Context: an optimization exercise on an open-source flow, tuned for a short achievable clock period and few clock cycles. The choices shown serve that exercise and are no tape-out recipe.
In this exercise RTL edits were held to simulation tests only and were not proved equivalent to the original.
Power and IR drop assume default switching activity.

==> design.v <==
module lc2k_core (
    input  wire        clk,
    input  wire        rst,           
    output wire [15:0] imem_addr,
    input  wire [31:0] imem_rdata,
    output wire [15:0] dmem_addr,
    input  wire [31:0] dmem_rdata,
    output wire        dmem_we,
    output wire [31:0] dmem_wdata,
    output wire        halted
);
    localparam integer NT = 8;        
    localparam integer NB = 3;        
    reg [31:0] regs [0:7];
    reg [15:0] pc;
    reg [15:0] last_pc;               
    reg        last_seq;              
    reg        last_ext;              
    reg [NT-1:0] last_hit;
    reg        last_cfree;            
    reg        last_okc;              
    reg        last_ok;               
    reg [NT-1:0] t_v;
    reg [15:0]   t_tag  [0:NT-1];
    reg [15:0]   t_nxt  [0:NT-1];
    reg [NT-1:0] t_c;
    reg [NT-1:0] t_ext;
    reg [NT-1:0] t_ok;
    reg [2:0]    t_ca   [0:NT-1];
    reg [2:0]    t_cb   [0:NT-1];
    reg [15:0]   t_ctgt [0:NT-1];
    reg [NB-1:0] t_ptr;
    reg          w_new, w_grow;       
    reg [NT-1:0] w_sel;               
    reg          w_jmp, w_sb, w_ok;
    reg [15:0]   w_tag, w_nxt, w_ctgt;
    reg [2:0]    w_ca, w_cb;
    reg        d_valid;
    reg [31:0] d_instr;
    reg [15:0] d_pc1;
    reg        d_sc;                  
    reg [2:0]  d_sca, d_scb;
    reg [15:0] d_sctgt;
    reg        e_nor, e_lw, e_sw, e_beq, e_halt, e_wr, e_sc;
    reg [2:0]  e_rd;
    reg [31:0] e_a, e_b, e_sd;
    reg [15:0] e_tgt;                    
    reg        s_ab, s_mb, s_am, s_lb, s_al, s_mm, s_ll, s_nor;
    reg        n_ma, n_la, n_mb, n_lb;   
    reg        e_fsa, e_fsl;             
    reg [31:0] e_sva, e_svb;             
    reg        e_sfam, e_sfal, e_sfbm, e_sfbl;
    reg        e_swa, e_swb;             
    reg        e_early_b, e_early_s;     
    reg        e_k_none, e_k_add, e_k_nor;
    reg [31:0] e_x;                      
    reg        m_nor, m_lw, m_sw, m_wr, m_beq, m_sc;
    reg [2:0]  m_rd;
    reg [15:0] m_lo;                     
    reg        m_c16;                    
    reg [15:0] m_ahi, m_bhi;             
    reg        m_eqlo;                   
    reg [31:0] m_sd;
    reg [31:0] m_sx, m_sy;               
    reg        m_k_none, m_k_add, m_k_nor, m_k_lw;
    reg [15:0] m_tgt;
    reg        halt_r;
    assign halted = halt_r;
    assign imem_addr = pc;
    wire [15:0] pc1 = pc + 16'd1;
    wire        f_isbeq    = (imem_rdata[31:22] == 10'b0000000100);
    wire        f_same     = (imem_rdata[21:19] == imem_rdata[18:16]);
    wire        f_beq_same = f_isbeq && f_same;
    wire        f_beq_cond = f_isbeq && !f_same;
    wire        f_ishalt   = (imem_rdata[31:22] == 10'b0000000110);
    wire        f_nop      = (imem_rdata[31:25] != 7'd0) ||
                             (imem_rdata[24:22] == 3'd5) ||
                             (imem_rdata[24:22] == 3'd7);
    wire [16:0] f_sum      = {pc, 1'b1} + {imem_rdata[15:0], 1'b1};
    wire [15:0] f_target   = f_sum[16:1];
    reg [NT-1:0] h_sel;
    reg          h_hit, h_c, h_ext, h_ok;
    reg [15:0]   h_nxt, h_ctgt;
    reg [2:0]    h_ca, h_cb;
    integer j;
    always @(*) begin
        h_hit = 1'b0;
        h_c = 1'b0;
        h_ext = 1'b0;
        h_ok = 1'b0;
        h_nxt = 16'd0;
        h_ctgt = 16'd0;
        h_ca = 3'd0;
        h_cb = 3'd0;
        for (j = 0; j < NT; j = j + 1) begin
            h_sel[j] = t_v[j] && t_tag[j] == pc && !(w_new && w_sel[j]);
            if (h_sel[j]) begin
                h_hit  = 1'b1;
                h_c    = h_c | t_c[j];
                h_ext  = h_ext | t_ext[j];
                h_ok   = h_ok | t_ok[j];
                h_nxt  = h_nxt | t_nxt[j];
                h_ctgt = h_ctgt | t_ctgt[j];
                h_ca   = h_ca | t_ca[j];
                h_cb   = h_cb | t_cb[j];
            end
        end
    end
    wire f_miss   = !h_hit;
    wire grow_nop = f_miss && f_nop && last_ext;
    wire grow_jmp = f_miss && f_beq_same && last_ext;
    wire grow_sb  = f_miss && f_beq_cond && last_ext && last_cfree && last_okc;
    wire grow     = grow_nop || grow_jmp || grow_sb;
    wire new_nop  = f_miss && f_nop && !last_ext && last_seq;
    wire new_jmp  = f_miss && f_beq_same && !last_ext && last_seq;
    wire new_sb   = f_miss && f_beq_cond && !last_ext && last_seq && last_ok;
    wire new_e    = new_nop || new_jmp || new_sb;
    wire [NT-1:0] ptr_sel = {{(NT-1){1'b0}}, 1'b1} << t_ptr;
    wire [31:0] ld     = dmem_rdata;
    wire [16:0] m_hadd = {m_ahi, m_c16} + {m_bhi, m_c16};
    wire [15:0] m_hsum = m_hadd[16:1];
    wire [15:0] m_hi   = m_nor ? ~(m_ahi | m_bhi) : m_hsum;
    wire [31:0] m_alu  = {m_hi, m_lo};
    wire [31:0] m_res  = m_lw ? ld : m_alu;
    wire       d_ok  = d_valid && (d_instr[31:25] == 7'd0);
    wire [2:0] d_opc = d_instr[24:22];
    wire       d_add = d_ok && d_opc == 3'd0;
    wire       d_nor = d_ok && d_opc == 3'd1;
    wire       d_lw  = d_ok && d_opc == 3'd2;
    wire       d_sw  = d_ok && d_opc == 3'd3;
    wire       d_beq = d_ok && d_opc == 3'd4;
    wire       d_hlt = d_ok && d_opc == 3'd6;
    wire [2:0] d_ra  = d_instr[21:19];
    wire [2:0] d_rb  = d_instr[18:16];
    wire [2:0] d_rd  = d_lw ? d_rb : d_instr[2:0];
    wire       d_wr  = d_add || d_nor || d_lw;
    wire       d_useb = d_add || d_nor || d_beq;
    wire [31:0] d_off = {{16{d_instr[15]}}, d_instr[15:0]};
    wire       fa = e_wr && e_rd == d_ra;
    wire       fb = e_wr && e_rd == d_rb && d_useb;
    wire [31:0] d_va  = (m_wr && m_rd == d_ra)  ? m_res : regs[d_ra];
    wire [31:0] d_vb  = (m_wr && m_rd == d_rb)  ? m_res : regs[d_rb];
    wire [31:0] d_sva = (m_wr && m_rd == d_sca) ? m_res : regs[d_sca];
    wire [31:0] d_svb = (m_wr && m_rd == d_scb) ? m_res : regs[d_scb];
    wire [15:0] a_lo = e_a[15:0];
    wire [15:0] b_lo = e_b[15:0];
    wire [15:0] p_lo = m_lo;              
    wire [15:0] l_lo = ld[15:0];          
    wire [16:0] sum_ab = a_lo + b_lo;
    wire [16:0] sum_mb = p_lo + b_lo;
    wire [16:0] sum_am = a_lo + p_lo;
    wire [16:0] sum_lb = l_lo + b_lo;
    wire [16:0] sum_al = a_lo + l_lo;
    wire [15:0] nor_a = n_ma ? p_lo : n_la ? l_lo : a_lo;
    wire [15:0] nor_b = n_mb ? p_lo : n_lb ? l_lo : b_lo;
    wire [16:0] e_lo = ({17{s_ab}}  & sum_ab) |
                       ({17{s_mb}}  & sum_mb) |
                       ({17{s_am}}  & sum_am) |
                       ({17{s_lb}}  & sum_lb) |
                       ({17{s_al}}  & sum_al) |
                       ({17{s_mm}}  & {p_lo, 1'b0}) |
                       ({17{s_ll}}  & {l_lo, 1'b0}) |
                       ({17{s_nor}} & {1'b0, ~(nor_a | nor_b)});
    wire e_eqlo = (s_ab && a_lo == b_lo) ||
                  (s_mb && p_lo == b_lo) ||
                  (s_am && a_lo == p_lo) ||
                  (s_lb && l_lo == b_lo) ||
                  (s_al && a_lo == l_lo);
    wire [31:0] e_fa_v = n_ma ? m_alu : n_la ? ld : e_a;
    wire [31:0] e_fb_v = n_mb ? m_alu : n_lb ? ld : e_b;
    wire [31:0] e_sdata = e_fsl ? ld : (e_fsa ? m_alu : e_sd);
    wire [31:0] e_sa = e_sfam ? m_alu : e_sfal ? ld : e_sva;
    wire [31:0] e_sb = e_sfbm ? m_alu : e_sfbl ? ld : e_svb;
    wire [31:0] q_s   = e_a ^ e_b ^ e_x;
    wire [31:0] q_c   = (e_a & e_b) | ((e_a ^ e_b) & q_s);
    wire        q_add = (q_s == {q_c[30:0], 1'b0});
    wire e_taken = (e_early_s && ((e_k_none && e_sva == e_svb) ||
                                  (e_k_add && q_add) ||
                                  (e_k_nor && ~(e_a | e_b) == e_x))) ||
                   (e_early_b && e_a == e_b);
    assign dmem_addr  = m_lo;
    assign dmem_wdata = m_sd;
    assign dmem_we    = m_sw;
    wire m_eqhi = (m_ahi == m_bhi);
    wire [15:0] k_s   = m_ahi ^ m_bhi ^ m_sx[31:16];
    wire [15:0] k_c   = (m_ahi & m_bhi) | ((m_ahi ^ m_bhi) & k_s);
    wire        k_add = (k_s == {k_c[14:0], m_c16});
    wire m_seq = (m_k_none && m_sx == m_sy) ||
                 (m_k_add  && m_lo == m_sx[15:0] && k_add) ||
                 (m_k_nor  && m_lo == m_sx[15:0] && ~(m_ahi | m_bhi) == m_sx[31:16]) ||
                 (m_k_lw   && ld == m_sx);
    wire m_taken = (m_sc && m_seq) || (m_beq && m_eqlo && m_eqhi);
    wire e_redir = e_taken && !m_taken;
    wire flush_d = m_taken || e_taken;    
    integer i;
    always @(posedge clk) begin
        if (rst) begin
            for (i = 0; i < 8; i = i + 1)
                regs[i] <= 32'd0;
            pc        <= 16'd0;
            last_seq  <= 1'b0;
            last_ext  <= 1'b0;
            t_v       <= {NT{1'b0}};
            t_ptr     <= {NB{1'b0}};
            w_new     <= 1'b0;
            w_grow    <= 1'b0;
            d_valid   <= 1'b0;
            d_sc      <= 1'b0;
            e_lw <= 1'b0; e_sw <= 1'b0; e_beq <= 1'b0; e_halt <= 1'b0; e_wr <= 1'b0;
            e_sc      <= 1'b0;
            e_early_s <= 1'b0;
            e_early_b <= 1'b0;
            m_lw <= 1'b0; m_sw <= 1'b0; m_wr <= 1'b0; m_beq <= 1'b0;
            m_sc      <= 1'b0;
            halt_r    <= 1'b0;
        end else begin
            if (m_wr)
                regs[m_rd] <= m_res;
            m_lw    <= e_lw;
            m_sw    <= e_sw && !m_taken && !halt_r;
            m_wr    <= e_wr && !m_taken;
            m_beq   <= e_beq && !e_early_b && !m_taken;
            m_sc    <= e_sc && !e_early_s && !m_taken;
            halt_r  <= halt_r || (e_halt && !m_taken);
            if (flush_d) begin
                e_lw <= 1'b0; e_sw <= 1'b0; e_beq <= 1'b0; e_halt <= 1'b0; e_wr <= 1'b0;
                e_sc <= 1'b0;
                e_early_s <= 1'b0;
                e_early_b <= 1'b0;
            end else begin
                e_lw <= d_lw; e_sw <= d_sw; e_beq <= d_beq; e_halt <= d_hlt; e_wr <= d_wr;
                e_sc <= d_sc;
                e_early_s <= d_sc && !(e_wr && (e_rd == d_sca || e_rd == d_scb)) &&
                             !((d_wr && (d_rd == d_sca || d_rd == d_scb)) &&
                               (d_lw || fa || fb));
                e_early_b <= d_beq && !fa && !fb;
            end
            w_new  <= new_e;
            w_grow <= grow;
            if (new_e)
                t_ptr <= (t_ptr == NT - 1) ? {NB{1'b0}} : t_ptr + 1'b1;
            if (w_new)
                t_v <= t_v | w_sel;
            if (m_taken) begin
                d_valid   <= 1'b0;
                d_sc      <= 1'b0;
                pc        <= m_tgt;
                last_seq  <= 1'b0;
                last_ext  <= 1'b0;
            end else if (e_taken) begin
                d_valid   <= 1'b0;
                d_sc      <= 1'b0;
                pc        <= e_tgt;
                last_seq  <= 1'b0;
                last_ext  <= 1'b0;
            end else if (h_hit) begin
                d_valid   <= !f_nop;
                d_sc      <= h_c;
                pc        <= h_nxt;
                last_seq  <= 1'b0;
                last_ext  <= h_ext;
            end else begin
                d_valid   <= !f_nop && !f_beq_same;
                d_sc      <= 1'b0;
                pc        <= f_beq_same ? f_target : pc1;
                last_seq  <= !f_beq_same && !(w_new && w_tag == pc);
                last_ext  <= (grow || new_e) && !f_beq_same;
            end
        end
    end
    integer k;
    always @(posedge clk) begin
        m_nor   <= e_nor;
        m_rd    <= e_rd;
        m_lo    <= e_lo[15:0];
        m_c16   <= e_lo[16];
        m_ahi   <= e_fa_v[31:16];
        m_bhi   <= e_fb_v[31:16];
        m_eqlo  <= e_eqlo;
        m_sd    <= e_sdata;
        m_sx    <= e_swa ? e_sb : e_sa;
        m_sy    <= e_sb;
        m_k_none <= !e_swa && !e_swb;
        m_k_add  <= (e_swa || e_swb) && !e_nor && !e_lw;
        m_k_nor  <= (e_swa || e_swb) && e_nor;
        m_k_lw   <= (e_swa || e_swb) && e_lw;
        m_tgt   <= e_tgt;
        e_nor    <= d_nor;
        e_a      <= d_va;
        e_b      <= (d_lw || d_sw) ? d_off : d_vb;
        e_sd     <= d_vb;
        e_rd     <= d_rd;
        e_tgt    <= d_sc ? d_sctgt : d_pc1 + d_instr[15:0];
        s_nor    <= d_nor;
        s_ab     <= !d_nor && !fa && !fb;
        s_mb     <= !d_nor &&  fa && !fb && !e_lw;
        s_am     <= !d_nor && !fa &&  fb && !e_lw;
        s_lb     <= !d_nor &&  fa && !fb &&  e_lw;
        s_al     <= !d_nor && !fa &&  fb &&  e_lw;
        s_mm     <= !d_nor &&  fa &&  fb && !e_lw;
        s_ll     <= !d_nor &&  fa &&  fb &&  e_lw;
        n_ma     <= fa && !e_lw;
        n_la     <= fa &&  e_lw;
        n_mb     <= fb && !e_lw;
        n_lb     <= fb &&  e_lw;
        e_fsa    <= e_wr && e_rd == d_rb && !e_lw;
        e_fsl    <= e_wr && e_rd == d_rb &&  e_lw;
        e_sva    <= d_sva;
        e_svb    <= d_svb;
        e_sfam   <= e_wr && e_rd == d_sca && !e_lw;
        e_sfal   <= e_wr && e_rd == d_sca &&  e_lw;
        e_sfbm   <= e_wr && e_rd == d_scb && !e_lw;
        e_sfbl   <= e_wr && e_rd == d_scb &&  e_lw;
        e_swa    <= d_wr && d_rd == d_sca;
        e_k_none <= !(d_wr && (d_rd == d_sca || d_rd == d_scb));
        e_k_add  <= d_add && (d_rd == d_sca || d_rd == d_scb);
        e_k_nor  <= d_nor && (d_rd == d_sca || d_rd == d_scb);
        e_x      <= (d_wr && d_rd == d_sca) ? d_svb : d_sva;
        e_swb    <= d_wr && d_rd == d_scb;
        d_instr  <= imem_rdata;
        d_pc1    <= pc1;
        d_sca    <= h_ca;
        d_scb    <= h_cb;
        d_sctgt  <= h_ctgt;
        last_pc  <= pc;
        last_ok  <= !f_isbeq && !f_ishalt;
        if (h_hit) begin
            last_hit   <= h_sel;
            last_cfree <= !h_c;
            last_okc   <= h_ok;
        end else if (new_e) begin
            last_hit   <= ptr_sel;
            last_cfree <= !new_sb;
            last_okc   <= last_ok;
        end else if (grow_sb) begin
            last_cfree <= 1'b0;
        end
        w_sel  <= new_e ? ptr_sel : last_hit;
        w_jmp  <= f_beq_same;
        w_sb   <= f_beq_cond;
        w_ok   <= last_ok;
        w_tag  <= last_pc;
        w_nxt  <= f_beq_same ? f_target : pc1;
        w_ctgt <= f_target;
        w_ca   <= imem_rdata[21:19];
        w_cb   <= imem_rdata[18:16];
        for (k = 0; k < NT; k = k + 1)
            if (w_sel[k]) begin
                if (w_new) begin
                    t_tag[k]  <= w_tag;
                    t_ok[k]   <= w_ok;
                    t_c[k]    <= w_sb;
                end
                if (w_new || w_grow) begin
                    t_nxt[k]  <= w_nxt;
                    t_ext[k]  <= !w_jmp;
                end
                if ((w_new || w_grow) && w_sb) begin
                    t_c[k]    <= 1'b1;
                    t_ca[k]   <= w_ca;
                    t_cb[k]   <= w_cb;
                    t_ctgt[k] <= w_ctgt;
                end
            end
    end
endmodule
==> run.sh <==
#!/bin/bash
# synth_recipe.tcl (not shown) runs the flow's synth.tcl, then flattens the netlist and writes it again
# the make line also repeats each setting of config.mk as NAME=value (left out here)
make -C /OpenROAD-flow-scripts/flow DESIGN_CONFIG=/design/flow/config.mk WORK_HOME=/design/flow/orfs CLKGATE_MAP_FILE= SYNTH_SCRIPT=/design/flow/synth_recipe.tcl finish
==> config.mk <==
export PLATFORM = sky130hd
export DESIGN_NAME = lc2k_core
export DESIGN_NICKNAME = lc2k_core
export VERILOG_FILES = /design/flow/design.v
export SDC_FILE = /design/flow/constraint.sdc
export NUM_CORES = 4
export LEC_CHECK = 0
export ABC_CLOCK_PERIOD_IN_PS = 2500
export CAP_MARGIN = 20
export CORE_MARGIN = 2
export CORE_UTILIZATION = 40
export PLACE_DENSITY = 0.6
export SETUP_SLACK_MARGIN = 3.0
export SLEW_MARGIN = 20
export TNS_END_PERCENT = 100
==> constraint.sdc <==
create_clock -name core_clock -period 6.0 [get_ports {clk}]
set_input_delay 1.2000 -clock core_clock [delete_from_list [all_inputs] [get_ports {clk}]]
set_output_delay 1.2000 -clock core_clock [all_outputs]
set_load 0.01 [all_outputs]
==> results of run 1 <==
==> path summary, 6_finish.rpt <==
path,startpoint,to,slack [ns]
hold reg to reg,last_pc[7],w_tag[7],0.33
setup reg to reg,m_sx[20],e_early_b,2.90
hold / removal,last_pc[7],w_tag[7],0.33
setup / recovery,m_sx[20],e_early_b,2.90
==> cell families after synthesis <==
kind of cell	synth area share [%]
buf+inv	3.45
xor+xnor	6.51
fa+ha+maj	5.08
flops	51.1
simple gates	9.77
mux	14.9
compound gates	9.20
==> final cells by class <==
| type | count | share of cell area, % |
|---|---|---|
| Multi-Input combinational cell | 3666 | 40.7 |
| Sequential cell | 1319 | 43.3 |
| Clock inverter | 64 | 1.16 |
| Timing Repair Buffer | 404 | 4.94 |
| Clock buffer | 203 | 5.30 |
| Inverter | 218 | 1.09 |
| Tap cell | 2175 | 3.48 |
==> registers in the layout, indices dropped and copies added, names as in the netlist, 24 cells and up <==
register and flops:
e_sva 32, e_sd 32, e_a 32, m_sd 32
e_svb 32, e_x 32, t_nxt 128, m_sx 32
t_ca 24, t_tag 128, e_b 32, t_cb 24
d_instr 32, m_sy 32, t_ctgt 128, regs 256
==> metal layers <==
metal  track usage [%]  routed length [um]  vias up
li1                  -                   -    20800
met2              43.4              108000     2272
met1              36.4               94600    23600
met4              10.0                9720        8
met5                 0                  57        -
met3              4.27               17800      420
==> cell usage after synthesis, drive strengths merged (93+ instances only) <==
master,number
clkbuf,247
buf,108
a22oi,98
xor2,245
mux4,256
nor2,516
dfxtp,605
mux2i,283
nand3,93
edfxtp,714
xnor2,243
nand2,354
mux2,102
inv,217
o21ai,238
ha,180
a21oi,209
==> report_power, final <==
| part | internal, mW | switching [mW] |
|---|---|---|
| Sequential | 9.90 | 0.472 |
| Combinational | 1.68 | 2.53 |
| Clock | 5.56 | 3.83 |
| Total | 17.1 | 6.83 |
==> critical path: stages, from the launching register on <==
cell,delay [ns]
dfxtp_4,0.35
inv_1,0.05
fa_1,0.53
xnor2_2,0.19
nor4_2,0.31
nand4_1,0.35
a211oi_2,0.39
nor3_4,0.11
buf_12,0.19
and3_4,0.20
nor4b_4,0.13
nor2b_2,0.16
==> repair_timing <==
item / in CTS / in global routing
pin swaps: 54 / 88
cloned: 3 / 1
resized for setup: 452 / 217
buffers inserted: 97 / 43
hold buffers: 0 / 0
endpoints found under the setup margin: 370 / 219
==> stage by stage <==
stage               worst slack, ns  instance area [um^2]  instances  util (%)  total power [mW]
floorplan                      2.54                 65900       5558         -              12.6
global placement               1.38                 69500       7638      42.7              14.1
detailed placement             1.31                 69500       7638      42.7              14.2
CTS                            2.91                 76800       8005      47.2              23.8
global route                   2.87                 78100       8049      48.0              24.7
finish                         2.90                 78100       8049      48.0              24.0
==> qor.txt, run 1 <==
Status: finished clean
Die Wd: 409 um
CTS Buffer Depth: 3
Multi-input gate area in the final layout: 31,800 um^2
Net Count, Synth: 5,858
Core box area: 163,000 um^2
IO buf count: 131
Seq/Total Area, Yosys: 51.1%
Worst skew pair latency: 0.80 ns
Vias: 47,000
Clock sink count: 1,319
Final Skew: 0.0559 ns
Most common cell after layout, fill and taps aside: edfxtp_1
R2R cell count: 11
Worst rel slew slack: 21.4%
Max-capacitance violation count: 0
Storage cell area: 33,900 um^2
Leading area contributor after synthesis: edfxtp_1
Synth Register Bits: 1,319
Post-synth top flop: edfxtp_1
TritonCTS Buffers: 144
Drt total wl: 230,000 um
Final hold vios: 0
Most frequent cells in the layout: edfxtp_1, nor2_1, dfxtp_1, nand2_1, mux2i_1
Syn_area_per_cell: 11.8 um^2
Synth top area cells: edfxtp_1, dfxtp_1, mux4_2
Worst EP arrival: 3.76 ns
# rows: 148
Die span in y: 409 um
Minimum clock period: 3.10 ns
Yosys top cell area share: 32.7%
Post-DP HPWL: 157,000 um
Synth Instances: 5,558
First-pass GRT wire length: 327,000 um
Fin crit share: 51.7%
Worst Hold Depth: 0
Synth unique cells: 90
Tot GR Track Use: 26.9%
CP Launch Type: flip-flop
Critical Path Sink Type: flip-flop
Critical Path RT: 6.66 ns
Clk root buf: clkbuf_16
Worst Hold Class: flip-flop to flip-flop
Initial Util: 40.3%
Drt pass-1 iters: 7
RSZ-0062 raised after global routing: yes
Leak: 28.9 nW
Synthesized cell area: 65,600 um^2
Post-DRT Antenna Nets: 0
Vias per cell: 5.84
Post-synth EDFFs: 714
Drt first-iter violations: 5,664
CTS HTree Levels: 4
Critical path class: flip-flop to flip-flop
Die area: 167,000 um^2
Hold slack: 0.326 ns
Grt total ovfl: 0
Vias in the first global route: 45,400
Post-synthesis async set-or-reset flop share: 0%
Antenna violations before repair: 8
Largest net degree at the start of global routing: 65
I/O pin cnt: 132
Post-Route Setup TNS: 0 ns
RePlAce Congestion: 0.999
Critical Path Fanout Max: 8
Fillers: 14,300
Synth warn: 6
Routed WL per cell: 28.6 um
Post-route DRC: 0
Area grow syn2layout: 19.0%
Worst slew pin tran: 1.15 ns
Max-slew violation count: 0
Layout cells sized above 1: 22.2%
Max Freq: 322 MHz
Nets: 6,053
Worst IR Drop VDD: 0.000302 V
Worst-path clk slew: 0.06 ns
TritonCTS clock tree: built
Pwr/cell area: 307 nW/um^2
Ant diodes: 0
Finish-stage setup viols: 0
Testbench counts, summed over its fixed seeds: cycles 44,105.
==> run 2: changes to the inputs <==
--- a/design.v
+++ b/design.v
@@ -52,7 +52,4 @@
     reg        e_sfam, e_sfal, e_sfbm, e_sfbl;
     reg        e_swa, e_swb;             
-    reg        e_early_b, e_early_s;     
-    reg        e_k_none, e_k_add, e_k_nor;
-    reg [31:0] e_x;                      
     reg        m_nor, m_lw, m_sw, m_wr, m_beq, m_sc;
     reg [2:0]  m_rd;
@@ -172,11 +169,4 @@
     wire [31:0] e_sa = e_sfam ? m_alu : e_sfal ? ld : e_sva;
     wire [31:0] e_sb = e_sfbm ? m_alu : e_sfbl ? ld : e_svb;
-    wire [31:0] q_s   = e_a ^ e_b ^ e_x;
-    wire [31:0] q_c   = (e_a & e_b) | ((e_a ^ e_b) & q_s);
-    wire        q_add = (q_s == {q_c[30:0], 1'b0});
-    wire e_taken = (e_early_s && ((e_k_none && e_sva == e_svb) ||
-                                  (e_k_add && q_add) ||
-                                  (e_k_nor && ~(e_a | e_b) == e_x))) ||
-                   (e_early_b && e_a == e_b);
     assign dmem_addr  = m_lo;
     assign dmem_wdata = m_sd;
@@ -191,6 +181,4 @@
                  (m_k_lw   && ld == m_sx);
     wire m_taken = (m_sc && m_seq) || (m_beq && m_eqlo && m_eqhi);
-    wire e_redir = e_taken && !m_taken;
-    wire flush_d = m_taken || e_taken;    
     integer i;
     always @(posedge clk) begin
@@ -209,6 +197,4 @@
             e_lw <= 1'b0; e_sw <= 1'b0; e_beq <= 1'b0; e_halt <= 1'b0; e_wr <= 1'b0;
             e_sc      <= 1'b0;
-            e_early_s <= 1'b0;
-            e_early_b <= 1'b0;
             m_lw <= 1'b0; m_sw <= 1'b0; m_wr <= 1'b0; m_beq <= 1'b0;
             m_sc      <= 1'b0;
@@ -220,19 +206,13 @@
             m_sw    <= e_sw && !m_taken && !halt_r;
             m_wr    <= e_wr && !m_taken;
-            m_beq   <= e_beq && !e_early_b && !m_taken;
-            m_sc    <= e_sc && !e_early_s && !m_taken;
+            m_beq   <= e_beq && !m_taken;
+            m_sc    <= e_sc && !m_taken;
             halt_r  <= halt_r || (e_halt && !m_taken);
-            if (flush_d) begin
+            if (m_taken) begin
                 e_lw <= 1'b0; e_sw <= 1'b0; e_beq <= 1'b0; e_halt <= 1'b0; e_wr <= 1'b0;
                 e_sc <= 1'b0;
-                e_early_s <= 1'b0;
-                e_early_b <= 1'b0;
             end else begin
                 e_lw <= d_lw; e_sw <= d_sw; e_beq <= d_beq; e_halt <= d_hlt; e_wr <= d_wr;
                 e_sc <= d_sc;
-                e_early_s <= d_sc && !(e_wr && (e_rd == d_sca || e_rd == d_scb)) &&
-                             !((d_wr && (d_rd == d_sca || d_rd == d_scb)) &&
-                               (d_lw || fa || fb));
-                e_early_b <= d_beq && !fa && !fb;
             end
             w_new  <= new_e;
@@ -248,10 +228,4 @@
                 last_seq  <= 1'b0;
                 last_ext  <= 1'b0;
-            end else if (e_taken) begin
-                d_valid   <= 1'b0;
-                d_sc      <= 1'b0;
-                pc        <= e_tgt;
-                last_seq  <= 1'b0;
-                last_ext  <= 1'b0;
             end else if (h_hit) begin
                 d_valid   <= !f_nop;
@@ -313,8 +287,4 @@
         e_sfbl   <= e_wr && e_rd == d_scb &&  e_lw;
         e_swa    <= d_wr && d_rd == d_sca;
-        e_k_none <= !(d_wr && (d_rd == d_sca || d_rd == d_scb));
-        e_k_add  <= d_add && (d_rd == d_sca || d_rd == d_scb);
-        e_k_nor  <= d_nor && (d_rd == d_sca || d_rd == d_scb);
-        e_x      <= (d_wr && d_rd == d_sca) ? d_svb : d_sva;
         e_swb    <= d_wr && d_rd == d_scb;
         d_instr  <= imem_rdata;
--- a/config.mk
+++ b/config.mk
@@ -11,5 +11,5 @@
 export CORE_UTILIZATION = 40
 export PLACE_DENSITY = 0.6
-export SETUP_SLACK_MARGIN = 3.0
+export SETUP_SLACK_MARGIN = 3.5
 export SLEW_MARGIN = 20
 export TNS_END_PERCENT = 100
==> qor.txt, run 2 <==
Worst IR Drop VDD: 0.000317 V (+5.1%)
Multi-input gate area in the final layout: 32,500 um^2 (+2.2%)
Post-DRT Antenna Nets: 0 (unchanged)
CTS Buffer Depth: 3 (unchanged)
TritonCTS clock tree: built
Drt first-iter violations: 5,131 (-9.4%)
Largest register FFs: 256 (unchanged)
Fin crit share: 50.9% (-0.79 points)
Core box area: 156,000 um^2 (-4.0%)
Drt total wl: 234,000 um (+1.7%)
Synth Register Bits: 1,282 (-2.8%)
Vias per cell: 6.00 (+2.8%)
Synth top area cells: edfxtp_1, dfxtp_1, mux4_2
I/O pin cnt: 132 (unchanged)
Critical Path Fanout Max: 3 (-5)
Antenna violations before repair: 6 (-2)
Worst Hold Class: flip-flop to flip-flop
RSZ-0062 raised after global routing: yes
Drt pass-1 iters: 6 (-1)
Synth warn: 6 (unchanged)
Die span in y: 401 um (-2.1%)
Layout cells sized above 1: 34.2% (+12 points)
Storage cell area: 33,100 um^2 (-2.2%)
Final hold vios: 0 (unchanged)
Max Freq: 327 MHz (+1.6%)
Post-route DRC: 0 (unchanged)
Critical Path RT: 6.68 ns (+0.02 ns)
Syn_area_per_cell: 12.1 um^2 (+2.2%)
Post-synth EDFFs: 714 (unchanged)
Synth Instances: 5,212 (-6.2%)
Most common cell after layout, fill and taps aside: edfxtp_1
Clk root buf: clkbuf_16
Synthesized cell area: 62,900 um^2 (-4.2%)
Most frequent cells in the layout: edfxtp_1, dfxtp_1, nor2_1, buf_4, nand2_1
CP Launch Type: input pin
RePlAce Congestion: 0.939 (-6.0%)
Fin util: 51.5% (+3.5 points)
Seq/Total Area, Yosys: 52.2% (+1.1 points)
Area grow syn2layout: 28.0%
Leading area contributor after synthesis: edfxtp_1
Clock sink count: 1,282 (-2.8%)
Top reg by flops: regs
Worst rel slew slack: 25.9% (+4.5 points)
Routed WL per cell: 29.8 um (+4.1%)
Yosys top cell area share: 34.1% (+1.4 points)
IO buf count: 131 (unchanged)
Status: finished clean
Critical Path Sink Type: flip-flop
Nets: 5,923 (-2.1%)
CTS HTree Levels: 4 (unchanged)
Largest net degree at the start of global routing: 65 (unchanged)
Pwr/cell area: 296 nW/um^2 (-3.7%)
Grt total ovfl: 0 (unchanged)
Max-capacitance violation count: 0 (unchanged)
Fillers: 13,200 (-8.2%)
Vias: 47,200 (+0.47%)
Minimum clock period: 3.06 ns (-0.0474 ns)
Worst EP arrival: 3.73 ns (-0.03 ns)
Hold slack: 0.326 ns (-0.000206 ns)
Post-Route Setup TNS: 0 ns (unchanged)
Worst-path clk slew: 0.06 ns (about the same)
Die area: 160,000 um^2 (-4.2%)
Post-synthesis async set-or-reset flop share: 0% (unchanged)
Worst slew pin tran: 1.08 ns (-0.0661 ns)
Leak: 29.1 nW (+0.63%)
First-pass GRT wire length: 328,000 um (+0.15%)
Finish-stage setup viols: 0 (unchanged)
Net Count, Synth: 5,449 (-7.0%)
Final Skew: 0.0739 ns (+0.0180 ns)
Max-slew violation count: 0 (unchanged)
Tot GR Track Use: 28.0% (+1.2 points)
# rows: 145 (-2.0%)
Worst skew pair latency: 0.81 ns (about the same)
Initial Util: 40.3% (-0.067 points)
Post-synth top flop: edfxtp_1
TritonCTS Buffers: 142 (-1.4%)
Post-DP HPWL: 144,000 um (-8.8%)
Top-count cell post-synth: edfxtp_1
Die Wd: 401 um (-2.1%)
Critical path class: input pin to flip-flop
Synth unique cells: 103 (+14%)
Vias in the first global route: 45,400 (+0.11%)
Top cells by count, synth: edfxtp_1, dfxtp_1, nor2_1
## run 2: path summary, 6_finish.rpt
check / start / to / slack [ns] / cells past startpoint
max: dmem_rdata[0] / m_c16 / 2.94 / 12
min: last_pc[15] / w_tag[15] / 0.33 / 0
max reg2reg: e_a[0] / m_c16 / 3.03 / 10
min reg2reg: last_pc[15] / w_tag[15] / 0.33 / 0
## run 2: critical path, stage by stage
cell	delay, ns
buf_12	0.11
buf_8	0.13
ha_4	0.16
fa_2	0.34
a211o_1	0.27
o211ai_2	0.08
a21boi_2	0.09
o31a_1	0.30
o41a_4	0.42
a21oi_2	0.16
o211ai_1	0.10
a2111o_1	0.35
## run 2: area by class of cell
| cell class | count | share of cell area, % |
|---|---|---|
| sequential | 1282 | 41.1 |
| inverter | 112 | 0.595 |
| clock buffer | 200 | 4.92 |
| clock inverter | 65 | 1.04 |
| timing repair buffer | 677 | 8.74 |
| antenna | 1 | 0.00311 |
| tap | 2058 | 3.20 |
| multi-input combinational | 3471 | 40.4 |
## run 2: timing repair
item | in CTS | in global routing
buffers inserted | 310 | 98
cloned | 21 | 9
pin swaps | 264 | 248
endpoints found under the hold margin | 0 | 0
hold buffers | 0 | 0
gates resized for setup | 1210 | 418
endpoints found under the setup margin | 531 | 357
## run 2: logic make-up (layout without fill, tap and decap cells)
family | after synthesis | after routing | share of synthesized area (%)
compound gates | 924 | 927 | 10.1
xor+xnor | 385 | 385 | 5.36
fa+ha+maj | 171 | 171 | 3.68
buf+inv | 471 | 1054 | 3.28
flops | 1282 | 1282 | 52.2
mux | 637 | 637 | 15.4
other cells | 0 | 1 | 0
simple gates | 1342 | 1351 | 9.93
## run 2: report_power, final
part           internal [mW]  total, mW  leakage [nW]  switching [mW]
registers               9.64       10.0          11.6           0.387
clock network           5.12       8.94          2.31            3.82
logic                   2.08       4.82          15.2            2.75
## run 2: stage by stage
stage | instances | total power [mW] | cell area [um^2] | setup slack [ns]
detailed placement | 7162 | 13.6 | 66700 | 0.980
global placement | 7161 | 13.6 | 66700 | 1.05
finish | 7866 | 23.8 | 80500 | 2.94
CTS | 7758 | 23.3 | 77700 | 2.86
global route | 7865 | 24.5 | 80500 | 2.92
floorplan | 5212 | 12.3 | 63700 | 2.57
## run 2: per-layer routing
metal | track usage (%) | routed length [um]
met1 | 36.5 | 91300
met2 | 45.4 | 110000
met3 | 5.04 | 20200
met4 | 13.0 | 12800
met5 | 0 | 40
Testbench counts of run 2, summed over its fixed seeds: cycles 44,572.
==> run 3: changes to the inputs <==
--- a/design.v
+++ b/design.v
@@ -21,4 +21,8 @@
     reg        last_okc;              
     reg        last_ok;               
+    reg        last_lw;               
+    reg [2:0]  last_lrd;              
+    reg        last_elw;              
+    reg [2:0]  last_elrd;             
     reg [NT-1:0] t_v;
     reg [15:0]   t_tag  [0:NT-1];
@@ -27,4 +31,6 @@
     reg [NT-1:0] t_ext;
     reg [NT-1:0] t_ok;
+    reg [NT-1:0] t_lw;                
+    reg [2:0]    t_lrd  [0:NT-1];     
     reg [2:0]    t_ca   [0:NT-1];
     reg [2:0]    t_cb   [0:NT-1];
@@ -33,5 +39,6 @@
     reg          w_new, w_grow;       
     reg [NT-1:0] w_sel;               
-    reg          w_jmp, w_sb, w_ok;
+    reg          w_jmp, w_sb, w_ok, w_lw;
+    reg [2:0]    w_lrd;
     reg [15:0]   w_tag, w_nxt, w_ctgt;
     reg [2:0]    w_ca, w_cb;
@@ -47,4 +54,5 @@
     reg [15:0] e_tgt;                    
     reg        s_ab, s_mb, s_am, s_lb, s_al, s_mm, s_ll, s_nor;
+    reg        s_ld;                     
     reg        n_ma, n_la, n_mb, n_lb;   
     reg        e_fsa, e_fsl;             
@@ -52,4 +60,6 @@
     reg        e_sfam, e_sfal, e_sfbm, e_sfbl;
     reg        e_swa, e_swb;             
+    reg        e_early;                  
+    reg [31:0] e_z;                      
     reg        m_nor, m_lw, m_sw, m_wr, m_beq, m_sc;
     reg [2:0]  m_rd;
@@ -60,5 +70,5 @@
     reg [31:0] m_sd;
     reg [31:0] m_sx, m_sy;               
-    reg        m_k_none, m_k_add, m_k_nor, m_k_lw;
+    reg        m_k_none, m_k_add, m_k_nor;
     reg [15:0] m_tgt;
     reg        halt_r;
@@ -71,4 +81,5 @@
     wire        f_beq_cond = f_isbeq && !f_same;
     wire        f_ishalt   = (imem_rdata[31:22] == 10'b0000000110);
+    wire        f_islw     = (imem_rdata[31:22] == 10'b0000000010);
     wire        f_nop      = (imem_rdata[31:25] != 7'd0) ||
                              (imem_rdata[24:22] == 3'd5) ||
@@ -77,5 +88,6 @@
     wire [15:0] f_target   = f_sum[16:1];
     reg [NT-1:0] h_sel;
-    reg          h_hit, h_c, h_ext, h_ok;
+    reg          h_hit, h_c, h_ext, h_ok, h_lw;
+    reg [2:0]    h_lrd;
     reg [15:0]   h_nxt, h_ctgt;
     reg [2:0]    h_ca, h_cb;
@@ -86,4 +98,6 @@
         h_ext = 1'b0;
         h_ok = 1'b0;
+        h_lw = 1'b0;
+        h_lrd = 3'd0;
         h_nxt = 16'd0;
         h_ctgt = 16'd0;
@@ -97,4 +111,6 @@
                 h_ext  = h_ext | t_ext[j];
                 h_ok   = h_ok | t_ok[j];
+                h_lw   = h_lw | t_lw[j];
+                h_lrd  = h_lrd | t_lrd[j];
                 h_nxt  = h_nxt | t_nxt[j];
                 h_ctgt = h_ctgt | t_ctgt[j];
@@ -107,9 +123,15 @@
     wire grow_nop = f_miss && f_nop && last_ext;
     wire grow_jmp = f_miss && f_beq_same && last_ext;
-    wire grow_sb  = f_miss && f_beq_cond && last_ext && last_cfree && last_okc;
+    wire sb_dep_e = last_elw && (last_elrd == imem_rdata[21:19] ||
+                                 last_elrd == imem_rdata[18:16]);
+    wire sb_dep_n = last_lw  && (last_lrd  == imem_rdata[21:19] ||
+                                 last_lrd  == imem_rdata[18:16]);
+    wire grow_sb  = f_miss && f_beq_cond && last_ext && last_cfree && last_okc &&
+                    !sb_dep_e;
     wire grow     = grow_nop || grow_jmp || grow_sb;
     wire new_nop  = f_miss && f_nop && !last_ext && last_seq;
     wire new_jmp  = f_miss && f_beq_same && !last_ext && last_seq;
-    wire new_sb   = f_miss && f_beq_cond && !last_ext && last_seq && last_ok;
+    wire new_sb   = f_miss && f_beq_cond && !last_ext && last_seq && last_ok &&
+                    !sb_dep_n;
     wire new_e    = new_nop || new_jmp || new_sb;
     wire [NT-1:0] ptr_sel = {{(NT-1){1'b0}}, 1'b1} << t_ptr;
@@ -140,4 +162,38 @@
     wire [31:0] d_sva = (m_wr && m_rd == d_sca) ? m_res : regs[d_sca];
     wire [31:0] d_svb = (m_wr && m_rd == d_scb) ? m_res : regs[d_scb];
+    wire [31:0] r_a  = regs[d_ra];
+    wire [31:0] r_b  = regs[d_rb];
+    wire [31:0] r_sa = regs[d_sca];
+    wire [31:0] r_sb = regs[d_scb];
+    function busy(input [2:0] r);
+        busy = (e_wr && e_rd == r) || (m_wr && m_rd == r);
+    endfunction
+    function [31:0] sum_diff(input [31:0] a, input [31:0] b, input [31:0] x);
+        reg [31:0] s, c;
+        begin
+            s = a ^ b ^ x;
+            c = (a & b) | ((a ^ b) & s);
+            sum_diff = s ^ {c[30:0], 1'b0};
+        end
+    endfunction
+    wire [31:0] z_none  = r_sa ^ r_sb;
+    wire [31:0] z_adda  = sum_diff(r_a, r_b, r_sb);
+    wire [31:0] z_addb  = sum_diff(r_a, r_b, r_sa);
+    wire [31:0] z_nora  = ~(r_a | r_b) ^ r_sb;
+    wire [31:0] z_norb  = ~(r_a | r_b) ^ r_sa;
+    wire [31:0] z_word  = r_a ^ r_b;
+    wire        d_swa  = d_wr && d_rd == d_sca;
+    wire        d_swb  = d_wr && d_rd == d_scb;
+    wire        z_alu  = (d_instr[31:23] == 9'd0);
+    wire        z_wa   = z_alu && d_instr[2:0] == d_sca;
+    wire        z_wb   = z_alu && d_instr[2:0] == d_scb;
+    wire [31:0] d_z    = !d_sc ? z_word :
+                         z_wa ? (d_instr[22] ? z_nora : z_adda) :
+                         z_wb ? (d_instr[22] ? z_norb : z_addb) : z_none;
+    wire        d_early_s = d_sc && !busy(d_sca) && !busy(d_scb) &&
+                            (!(d_swa || d_swb) ||
+                             ((d_add || d_nor) && !busy(d_ra) && !busy(d_rb)));
+    wire        d_early_b = d_beq && !busy(d_ra) && !busy(d_rb);
+    wire        d_early   = d_early_s || d_early_b;
     wire [15:0] a_lo = e_a[15:0];
     wire [15:0] b_lo = e_b[15:0];
@@ -151,12 +207,11 @@
     wire [15:0] nor_a = n_ma ? p_lo : n_la ? l_lo : a_lo;
     wire [15:0] nor_b = n_mb ? p_lo : n_lb ? l_lo : b_lo;
-    wire [16:0] e_lo = ({17{s_ab}}  & sum_ab) |
-                       ({17{s_mb}}  & sum_mb) |
-                       ({17{s_am}}  & sum_am) |
-                       ({17{s_lb}}  & sum_lb) |
-                       ({17{s_al}}  & sum_al) |
-                       ({17{s_mm}}  & {p_lo, 1'b0}) |
-                       ({17{s_ll}}  & {l_lo, 1'b0}) |
-                       ({17{s_nor}} & {1'b0, ~(nor_a | nor_b)});
+    wire [16:0] e_lo_r = ({17{s_ab}}  & sum_ab) |
+                         ({17{s_mb}}  & sum_mb) |
+                         ({17{s_am}}  & sum_am) |
+                         ({17{s_mm}}  & {p_lo, 1'b0}) |
+                         ({17{s_nor}} & {1'b0, ~(nor_a | nor_b)});
+    wire [16:0] e_lo_l = s_lb ? sum_lb : s_al ? sum_al : {l_lo, 1'b0};
+    wire [16:0] e_lo   = s_ld ? e_lo_l : e_lo_r;
     wire e_eqlo = (s_ab && a_lo == b_lo) ||
                   (s_mb && p_lo == b_lo) ||
@@ -169,4 +224,5 @@
     wire [31:0] e_sa = e_sfam ? m_alu : e_sfal ? ld : e_sva;
     wire [31:0] e_sb = e_sfbm ? m_alu : e_sfbl ? ld : e_svb;
+    wire e_taken = e_early && (e_z == 32'd0);
     assign dmem_addr  = m_lo;
     assign dmem_wdata = m_sd;
@@ -178,7 +234,8 @@
     wire m_seq = (m_k_none && m_sx == m_sy) ||
                  (m_k_add  && m_lo == m_sx[15:0] && k_add) ||
-                 (m_k_nor  && m_lo == m_sx[15:0] && ~(m_ahi | m_bhi) == m_sx[31:16]) ||
-                 (m_k_lw   && ld == m_sx);
+                 (m_k_nor  && m_lo == m_sx[15:0] && ~(m_ahi | m_bhi) == m_sx[31:16]);
     wire m_taken = (m_sc && m_seq) || (m_beq && m_eqlo && m_eqhi);
+    wire e_redir = e_taken && !m_taken;
+    wire flush_d = m_taken || e_taken;    
     integer i;
     always @(posedge clk) begin
@@ -197,4 +254,5 @@
             e_lw <= 1'b0; e_sw <= 1'b0; e_beq <= 1'b0; e_halt <= 1'b0; e_wr <= 1'b0;
             e_sc      <= 1'b0;
+            e_early   <= 1'b0;
             m_lw <= 1'b0; m_sw <= 1'b0; m_wr <= 1'b0; m_beq <= 1'b0;
             m_sc      <= 1'b0;
@@ -206,13 +264,15 @@
             m_sw    <= e_sw && !m_taken && !halt_r;
             m_wr    <= e_wr && !m_taken;
-            m_beq   <= e_beq && !m_taken;
-            m_sc    <= e_sc && !m_taken;
+            m_beq   <= e_beq && !e_early && !m_taken;
+            m_sc    <= e_sc && !e_early && !m_taken;
             halt_r  <= halt_r || (e_halt && !m_taken);
-            if (m_taken) begin
+            if (flush_d) begin
                 e_lw <= 1'b0; e_sw <= 1'b0; e_beq <= 1'b0; e_halt <= 1'b0; e_wr <= 1'b0;
                 e_sc <= 1'b0;
+                e_early <= 1'b0;
             end else begin
                 e_lw <= d_lw; e_sw <= d_sw; e_beq <= d_beq; e_halt <= d_hlt; e_wr <= d_wr;
                 e_sc <= d_sc;
+                e_early <= d_early;
             end
             w_new  <= new_e;
@@ -228,4 +288,10 @@
                 last_seq  <= 1'b0;
                 last_ext  <= 1'b0;
+            end else if (e_taken) begin
+                d_valid   <= 1'b0;
+                d_sc      <= 1'b0;
+                pc        <= e_tgt;
+                last_seq  <= 1'b0;
+                last_ext  <= 1'b0;
             end else if (h_hit) begin
                 d_valid   <= !f_nop;
@@ -258,5 +324,4 @@
         m_k_add  <= (e_swa || e_swb) && !e_nor && !e_lw;
         m_k_nor  <= (e_swa || e_swb) && e_nor;
-        m_k_lw   <= (e_swa || e_swb) && e_lw;
         m_tgt   <= e_tgt;
         e_nor    <= d_nor;
@@ -274,4 +339,5 @@
         s_mm     <= !d_nor &&  fa &&  fb && !e_lw;
         s_ll     <= !d_nor &&  fa &&  fb &&  e_lw;
+        s_ld     <= !d_nor && (fa || fb) && e_lw;
         n_ma     <= fa && !e_lw;
         n_la     <= fa &&  e_lw;
@@ -281,4 +347,5 @@
         e_fsl    <= e_wr && e_rd == d_rb &&  e_lw;
         e_sva    <= d_sva;
+        e_z      <= d_z;
         e_svb    <= d_svb;
         e_sfam   <= e_wr && e_rd == d_sca && !e_lw;
@@ -295,12 +362,18 @@
         last_pc  <= pc;
         last_ok  <= !f_isbeq && !f_ishalt;
+        last_lw  <= f_islw;
+        last_lrd <= imem_rdata[18:16];
         if (h_hit) begin
             last_hit   <= h_sel;
             last_cfree <= !h_c;
             last_okc   <= h_ok;
+            last_elw   <= h_lw;
+            last_elrd  <= h_lrd;
         end else if (new_e) begin
             last_hit   <= ptr_sel;
             last_cfree <= !new_sb;
             last_okc   <= last_ok;
+            last_elw   <= last_lw;
+            last_elrd  <= last_lrd;
         end else if (grow_sb) begin
             last_cfree <= 1'b0;
@@ -310,4 +383,6 @@
         w_sb   <= f_beq_cond;
         w_ok   <= last_ok;
+        w_lw   <= last_lw;
+        w_lrd  <= last_lrd;
         w_tag  <= last_pc;
         w_nxt  <= f_beq_same ? f_target : pc1;
@@ -320,4 +395,6 @@
                     t_tag[k]  <= w_tag;
                     t_ok[k]   <= w_ok;
+                    t_lw[k]   <= w_lw;
+                    t_lrd[k]  <= w_lrd;
                     t_c[k]    <= w_sb;
                 end
==> qor.txt, run 3 <==
Seq/Total Area, Yosys: 50.1% (-2.1 points)
Critical Path Sink Type: flip-flop
Clock sink count: 1,355 (+5.7%)
Post-synth EDFFs: 750 (+5.0%)
Fin util: 53.1% (+1.6 points)
CP bufs+invs: 2 (unchanged)
TritonCTS Buffers: 150 (+5.6%)
Layout cells sized above 1: 34.8% (+0.65 points)
Final hold vios: 0 (unchanged)
Yosys top cell area share: 32.6% (-1.5 points)
# rows: 152 (+4.8%)
Worst slew pin tran: 1.13 ns (+0.0510 ns)
Most common cell after layout, fill and taps aside: edfxtp_1
Most frequent cells in the layout: edfxtp_1, dfxtp_1, buf_4, nor2_1, nand2_1
Synthesized cell area: 69,100 um^2 (+9.9%)
Post-route DRC: 0 (unchanged)
CTS HTree Levels: 4 (unchanged)
Final Power: 26.0 mW (+9.2%)
Status: finished clean
Largest net degree at the start of global routing: 64 (-1.5%)
Nets: 6,817 (+15%)
Placed cell areas: 74,700 um^2 (+12%)
Die Wd: 420 um (+4.8%)
Net Count, Synth: 6,153 (+13%)
Pwr/cell area: 285 nW/um^2 (-3.6%)
Post-synth top flop: edfxtp_1
First-pass GRT wire length: 370,000 um (+13%)
Core box area: 172,000 um^2 (+9.8%)
Drt pass-1 iters: 9 (+3)
Routed WL per cell: 29.7 um (-0.49%)
Max Freq: 326 MHz (-0.39%)
Leading area contributor after synthesis: edfxtp_1
Die area: 176,000 um^2 (+9.8%)
Tot GR Track Use: 29.2% (+1.1 points)
Grt total ovfl: 0 (unchanged)
Final WS setup: 2.93 ns (-0.0119 ns)
Top cells by count, synth: edfxtp_1, dfxtp_1, nor2_1
Finished Layout Cells: 8,932 (+14%)
Synth top area cells: edfxtp_1, dfxtp_1, mux4_2
Critical-path cell list: inv_2 > ha_4 > nor2b_4 > o31a_1 > o21a_4 > o31ai_4 > a211oi_4 > or4b_4 > buf_6 > a41o_4 > mux2i_1
Top reg by flops: regs
Post-Route Setup TNS: 0 ns (unchanged)
Post-DP HPWL: 153,000 um (+6.7%)
Leak: 33.7 nW (+16%)
I/O pin cnt: 132 (unchanged)
IO buf count: 131 (unchanged)
Vias per cell: 5.97 (-0.52%)
Cell area after layout: 91,200 um^2 (+13%)
Worst EP arrival: 3.77 ns (+0.04 ns)
Finish-stage setup viols: 0 (unchanged)
Vias in the first global route: 52,100 (+15%)
CP Launch Type: flip-flop
Hold slack: 0.324 ns (-0.00137 ns)
Area grow syn2layout: 31.9%
RSZ-0062 raised after global routing: yes
Minimum clock period: 3.07 ns (+0.0119 ns)
Critical Path Fanout Max: 6 (+3)
Vias: 53,300 (+13%)
Fillers: 14,300 (+8.7%)
Worst-path clk slew: 0.06 ns (about the same)
Largest register FFs: 256 (unchanged)
Critical path class: flip-flop to flip-flop
Max-capacitance violation count: 0 (unchanged)
Top-count cell post-synth: edfxtp_1
Worst rel slew slack: 24.6% (-1.3 points)
CP delay by family, top: compound AO/OA/AOI/OAI gates
Synth Register Bits: 1,355 (+5.7%)
Worst IR Drop VDD: 0.000323 V (+2.0%)
# placed instances: 8,008 (+12%)
TritonCTS clock tree: built
Crit-path max cell delay: 0.57 ns (+0.15 ns)
Worst Hold Class: flip-flop to flip-flop
Synth Instances: 5,822 (+12%)
CTS Buffer Depth: 3 (unchanged)
Fin crit share: 51.1% (+0.20 points)
Syn_area_per_cell: 11.9 um^2 (-1.6%)
Worst skew pair latency: 0.85 ns (+0.04 ns)
Drt total wl: 265,000 um (+13%)
Max-slew violation count: 0 (unchanged)
Clk root buf: clkbuf_16
RePlAce Congestion: 0.912 (-2.9%)
Placement Setup Slack: 1.55 ns (+0.566 ns)
Antenna violations before repair: 7 (+1)
Die span in y: 420 um (+4.8%)
Post-synthesis async set-or-reset flop share: 0% (unchanged)
Critical Path RT: 6.70 ns (+0.02 ns)
Synth warn: 7 (+1)
Synth unique cells: 94 (-8.7%)
Slowest CP cell: or4b_4
Drt first-iter violations: 5,648 (+10%)
Final Skew: 0.0766 ns (+0.00276 ns)
Initial Util: 40.3% (about the same)
Post-DRT Antenna Nets: 0 (unchanged)
-- run 3: cell types whose count changed in the layout (fill, tap and decap cells not counted), sizes merged, moves of 43 or more --
cell | before | now
buf | 613 | 817
fa | 23 | 85
inv | 117 | 175
mux2 | 107 | 45
mux2i | 274 | 382
nand2 | 309 | 352
xnor2 | 258 | 331
xor2 | 127 | 193
-- run 3: metal layers --
metal,up-vias,track usage [%],wire length [um]
met5,-,0,48
met4,10,17.8,19200
met3,776,5.81,22200
met2,2891,48.1,126000
met1,26700,35.2,97600
li1,23000,-,-
-- run 3: layout make-up --
type	instances	area [um^2]	share of cell area (%)
Antenna cell	7	17.5	0.0192
Sequential cell	1355	34900	38.3
Clock inverter	77	1030	1.13
Multi-Input combinational cell	3917	37500	41.2
Clock buffer	204	4260	4.67
Timing Repair Buffer	890	9800	10.8
Inverter	170	697	0.764
Timing Repair inverter	2	10.0	0.0110
Tap cell	2310	2890	3.17
-- run 3: logic make-up after synthesis --
group	synth area share (%)
simple gates	9.62
flops	50.1
compound gates	10.1
mux	14.6
buf+inv	3.21
xor+xnor	6.64
fa+ha+maj	5.72
-- run 3: power by group --
group / total, mW / internal, mW / leakage, nW / switching, mW
Combinational: 5.64 / 2.57 / 18.9 / 3.07
Clock: 9.74 / 5.59 / 2.55 / 4.15
Sequential: 10.6 / 10.2 / 12.2 / 0.380
-- run 3: timing repair --
| action | in CTS | in global routing |
|---|---|---|
| pin swaps | 249 | 242 |
| buffers inserted | 436 | 144 |
| gates resized for setup | 1129 | 476 |
| hold buffers | 0 | 0 |
| setup endpoints to repair | 618 | 491 |
| gates cloned | 41 | 13 |
-- run 3: worst reg2reg max path: cells and delay by family (launching register included) --
kind,cells,cell delay (ns)
adder cells (fa/ha/maj),1,0.22
flip-flops,1,0.37
multiplexers,1,0.14
buffers and inverters,2,0.20
AO/OA/AOI/OAI,5,1.32
AND/OR/NAND/NOR,2,0.69
-- run 3: worst paths after layout --
kind         cells past startpoint  slack (ns)         from         to
min                              0        0.32  last_pc[15]  w_tag[15]
min reg2reg                      0        0.32  last_pc[15]  w_tag[15]
max                             11        2.93     m_bhi[1]  e_sva[31]
max reg2reg                     11        2.93     m_bhi[1]  e_sva[31]
Testbench counts of run 3, summed over its fixed seeds: cycles 44,330.

==> separate check: timing with driven ports <==
In the flow no input, the clock included, has a driving cell. The finished layouts below were timed again as built, in two steps.
Step 1 (the two cells are an assumption about what drives the block):
set clk [get_ports {clk}]
set_driving_cell -lib_cell sky130_fd_sc_hd__clkbuf_16 $clk
set_driving_cell -lib_cell sky130_fd_sc_hd__buf_2 [delete_from_list [all_inputs] $clk]
Step 2 moves the port delays by t, midway between the first and last clock arrival at a register: inputs arrive t later, outputs are due t later. That takes back most of the time a late clock gives input paths.
Three values: ideal ports, drivers, drivers and shift; two values: the first two.
run	t, ns	slack for setup (ns)	latest minus earliest clock arrival (ns)	worst register clock-pin slew, ns	cell pins on the clock port's net
run 1	0.867	2.897 / 2.897 / 2.129	0.057 / 0.056	0.07 / 0.07	1
run 2	0.860	2.944 / 2.984 / 2.124	0.077 / 0.078	0.06 / 0.06	1
run 3	0.891	2.932 / 2.932 / 2.205	0.077 / 0.077	0.07 / 0.07	1
After both steps setup and hold are still met in every run listed. For run 2, which loses most, drivers alone change the setup slack by +0.040 ns; drivers and shift together by -0.820 ns.
